From an optimization exercise on the open Yosys and OpenROAD flow, aimed at small area, a short achievable clock period and few clock cycles per item; shortcuts taken in it are not production practice.
Function was checked by simulation only, so behaviour that the tests miss may differ from the original.
Power and IR drop assume default switching activity.

==> flow/design.v <==
module tone_divisor_search (
    input  wire        clk,
    input  wire        rst,       
    input  wire        start,
    input  wire [31:0] hz,        
    output wire        ready,
    output reg         done,
    output wire [7:0]  div,       
    output wire [15:0] cmp,       
    output wire [33:0] err        
);
    localparam [25:0] N = 26'd42000000;
    localparam [1:0] P_DIV = 2'd0, P_RND = 2'd1, P_NEG = 2'd2, P_SHF = 2'd3;
    reg        busy;
    reg        uq;        
    reg        cq;        
    reg        tq;        
    reg        nq;        
    reg [1:0]  ph;
    reg        bigq;      
    reg [4:0]  cnt;       
    reg        nb;        
    reg [31:0] hzr;
    reg [26:0] R;         
    reg [15:0] X;         
    reg [1:0]  K;         
    assign ready = ~busy;
    assign div   = {K == 2'd3, 1'b0, K == 2'd2, 1'b0, K == 2'd1, 1'b0, K == 2'd0, 1'b0};
    assign cmp   = X;
    assign err   = {hzr[31:25], R[26:1], 1'b0};
    wire acc = start & ~busy;
    wire t10 = |hz[31:10];
    wire t12 = |hz[31:12];
    wire t13 = |hz[31:13];
    wire t14 = |hz[31:14];
    wire t15 = |hz[31:15];
    wire t18 = |hz[31:18];
    wire s8  = t18;
    wire s11 = t15 & ~t18;
    wire s12 = t14 & ~t15;
    wire s13 = t13 & ~t14;
    wire s14 = t12 & ~t13;
    wire s16 = t10 & ~t12;
    wire s22 = ~t10;
    wire [26:0] r_in = ({27{s8}}  & (N >> 8))  | ({27{s11}} & (N >> 11)) |
                       ({27{s12}} & (N >> 12)) | ({27{s13}} & (N >> 13)) |
                       ({27{s14}} & (N >> 14)) | ({27{s16}} & (N >> 16)) |
                       ({27{s22}} & (N >> 22));
    wire [4:0]  c_in = ({5{s8}}  & 5'd7)  | ({5{s11}} & 5'd10) | ({5{s12}} & 5'd11) |
                       ({5{s13}} & 5'd12) | ({5{s14}} & 5'd13) | ({5{s16}} & 5'd15) |
                       ({5{s22}} & 5'd21);    
    wire        n_in = |({s8, s11, s12, s13, s14, s16, s22} &
                         {N[7], N[10], N[11], N[12], N[13], N[15], N[21]});
    wire ge641 = (hzr >= 32'd641);
    wire ge161 = (hzr >= 32'd161);
    wire ge41  = (hzr >= 32'd41);
    wire [1:0] k   = {~ge161, (~ge641 & ge161) | ~ge41};
    wire       lo25 = (hzr[31:25] == 7'd0);
    wire        tiny   = (hzr[31:4] == 28'd0) && (hzr[3:0] <= 4'd10);
    wire [3:0]  t_hi   = 4'd10 - hzr[3:0];
    wire [9:0]  t_lo   = 10'd890 + {6'd0, hzr[3:0]};
    wire [26:0] r_tiny = {t_hi, 6'd0, t_lo, 7'd0};
    wire        dv    = busy & (ph == P_DIV);
    wire        rn    = busy & (ph == P_RND);
    wire        ng    = busy & (ph == P_NEG);
    wire        sh    = busy & (ph == P_SHF);
    wire        x0    = (X == 16'd0);
    wire        bstop = dv & (cnt == 5'd1) & x0 & ~cy;    
    wire [25:0] A     = uq ? {1'b0, R[24:0]} : {R[24:0], nb};
    wire [26:0] S2    = {1'b0, A[24:0], 1'b1} + {1'b0, ~hzr[24:0], cq};
    wire [24:0] S     = S2[25:1];
    wire        c25   = S2[26];
    wire        cy    = (c25 | A[25]) & lo25 & ~tiny;   
    wire        take  = nq | (tq & cy);
    wire        tdv   = dv & tiny;
    wire [24:0] r_lo  = take ? (S ^ {25{nq}}) : acc ? r_in[24:0] :
                        tdv ? r_tiny[24:0] : A[24:0];
    wire [1:0]  r_hi  = (sh | (rn & ~cy)) ? R[25:24] :
                        tdv ? r_tiny[26:25] :
                        busy ? 2'd0 : acc ? r_in[26:25] : R[26:25];
    wire [15:0] x_inc = X + 16'd1;
    wire        x_up  = (rn & cy) | (ng & bigq);
    wire last = (cnt == {2'd0, k, 1'b0});
    wire [1:0] ph_nx = {busy & (ph[1] | ph[0] | bstop),
                        busy & ((dv & last) | (rn & ~cy) | ng | sh)};
    wire fin = tdv | (rn & ~cy & (k == 2'd0)) | (ng & (k == 2'd0) & ~bigq) |
               (sh & (cnt == 5'd0));
    wire busy_nx = ~rst & (busy ? ~fin : acc);
    wire done_nx = ~rst & busy & fin;
    wire bigq_nx = busy & (bigq | bstop);
    always @(posedge clk) begin
        busy <= busy_nx;
        done <= done_nx;
        uq   <= ~busy_nx | (ph_nx == P_NEG);
        cq   <= busy_nx & ((ph_nx == P_DIV) | ((ph_nx == P_NEG) & ~bigq_nx));
        tq   <= busy_nx & ((ph_nx == P_DIV) | (ph_nx == P_RND));
        nq   <= busy_nx & (ph_nx == P_NEG);
    end
    always @(posedge clk) begin
        ph <= ph_nx;
        if (!busy) begin
            cnt  <= c_in;
            nb   <= n_in;
        end else begin
            if (dv)
                K <= k;
            nb <= dv & ~last & N[cnt - 5'd1];
            if (bstop)
                cnt <= 5'd1;
            else if (dv || sh)
                cnt <= cnt - 5'd1;
        end
        bigq <= bigq_nx;
        R <= {r_hi, r_lo};
        if (acc)
            hzr <= hz;
        else if (ng && bigq && c25)      
            hzr[31:25] <= hzr[31:25] - 7'd1;
        if (acc)
            X <= 16'd0;
        else if (tdv)
            X <= 16'hFFFF;
        else if (dv)
            X <= {X[14:0], cy | (cnt == 5'd1 && x0)};
        else if (x_up)
            X <= x_inc;
    end
endmodule
Settings: LEC_CHECK=0, CAP_MARGIN=20, CORE_MARGIN=2, CORE_UTILIZATION=40, PLACE_DENSITY=0.6, SLEW_MARGIN=20, TNS_END_PERCENT=0; clock period 10.0 ns.
standard.sh (not shown) runs the stock make flow with config.mk's settings and CLKGATE_MAP_FILE= SYNTH_SCRIPT=/design/flow/synth_recipe.tcl, a recipe that flattens the netlist after the stock synthesis.
==> flow/flow/run.sh <==
#!/bin/bash
# Standard ORFS layout (the standard.sh), with a larger setup-slack
# target for timing repair and buf_2 cells as the port buffers.
set -euo pipefail
export SETUP_SLACK_MARGIN=6.5
export BUFFER_PORTS_ARGS="-buffer_cell sky130_fd_sc_hd__buf_2"
bash standard.sh > standard.log 2>&1
Testbench counts at the start, summed over its fixed seeds: cycles 19,890, items 1,280.
Rerun with:
--- a/flow/config.mk
+++ b/flow/config.mk
@@ -10,0 +11 @@
+export GPL_ROUTABILITY_DRIVEN = 0
Routed wire length goes up slightly.
Global-route usage rose by 0.29 points.
Cell area stays flat.
Setup slack loses 0.036 ns.
Power falls slightly.
Via count stays flat.
Clock skew rises by 0.0065 ns.
Count of clock-buffer cells in the layout goes up by 4.
Final cell count increases slightly.
Sequential power hardly moves.
Synthesized cell count stays the same.
Rerun with:
--- a/flow/flow/run.sh
+++ b/flow/flow/run.sh
@@ -5 +5 @@
-export SETUP_SLACK_MARGIN=6.5
+export SETUP_SLACK_MARGIN=6.6
--- a/flow/config.mk
+++ b/flow/config.mk
@@ -11 +10,0 @@
-export GPL_ROUTABILITY_DRIVEN = 0
The new run produced a clean layout.
Clock skew is about the same.
Final cell count is higher slightly.
Global-route usage is higher by 0.66 points.
Setup slack improved by 0.073 ns.
Sequential share of layout area is lower by 1.2 points.

==> afterwards: timing with drivers on the ports <==
The results above use ideal ports. As a check the final layouts listed here were re-extracted and re-timed, cells and wires unchanged. Step 1 (the two cells are an assumption about what drives the block):
set clk [get_ports {clk}]
set_driving_cell -lib_cell sky130_fd_sc_hd__clkbuf_16 $clk
set_driving_cell -lib_cell sky130_fd_sc_hd__buf_2 [delete_from_list [all_inputs] $clk]
Step 2 adds t to the input delays and takes it off the output delays; t is the mean of the earliest and latest rising clock arrival at the registers after step 1. Input paths then give back, and output paths get back, about the clock's delay inside the block. a / b / c = ideal / step 1 / step 2; a / b = the first two.
run | shift t [ns] | setup WS [ns] | worst slew at a driven data input, ns
the first run | 0.395 | 6.493 / 6.493 / 6.165 | 0.03
the second run | 0.390 | 6.457 / 6.457 / 6.124 | 0.03
the third run | 0.397 | 6.530 / 6.530 / 6.236 | 0.04
After both steps every run listed still meets setup and hold. For the second run, which loses most, drivers alone change the setup slack by 0.000 ns; drivers and shift together by -0.333 ns.
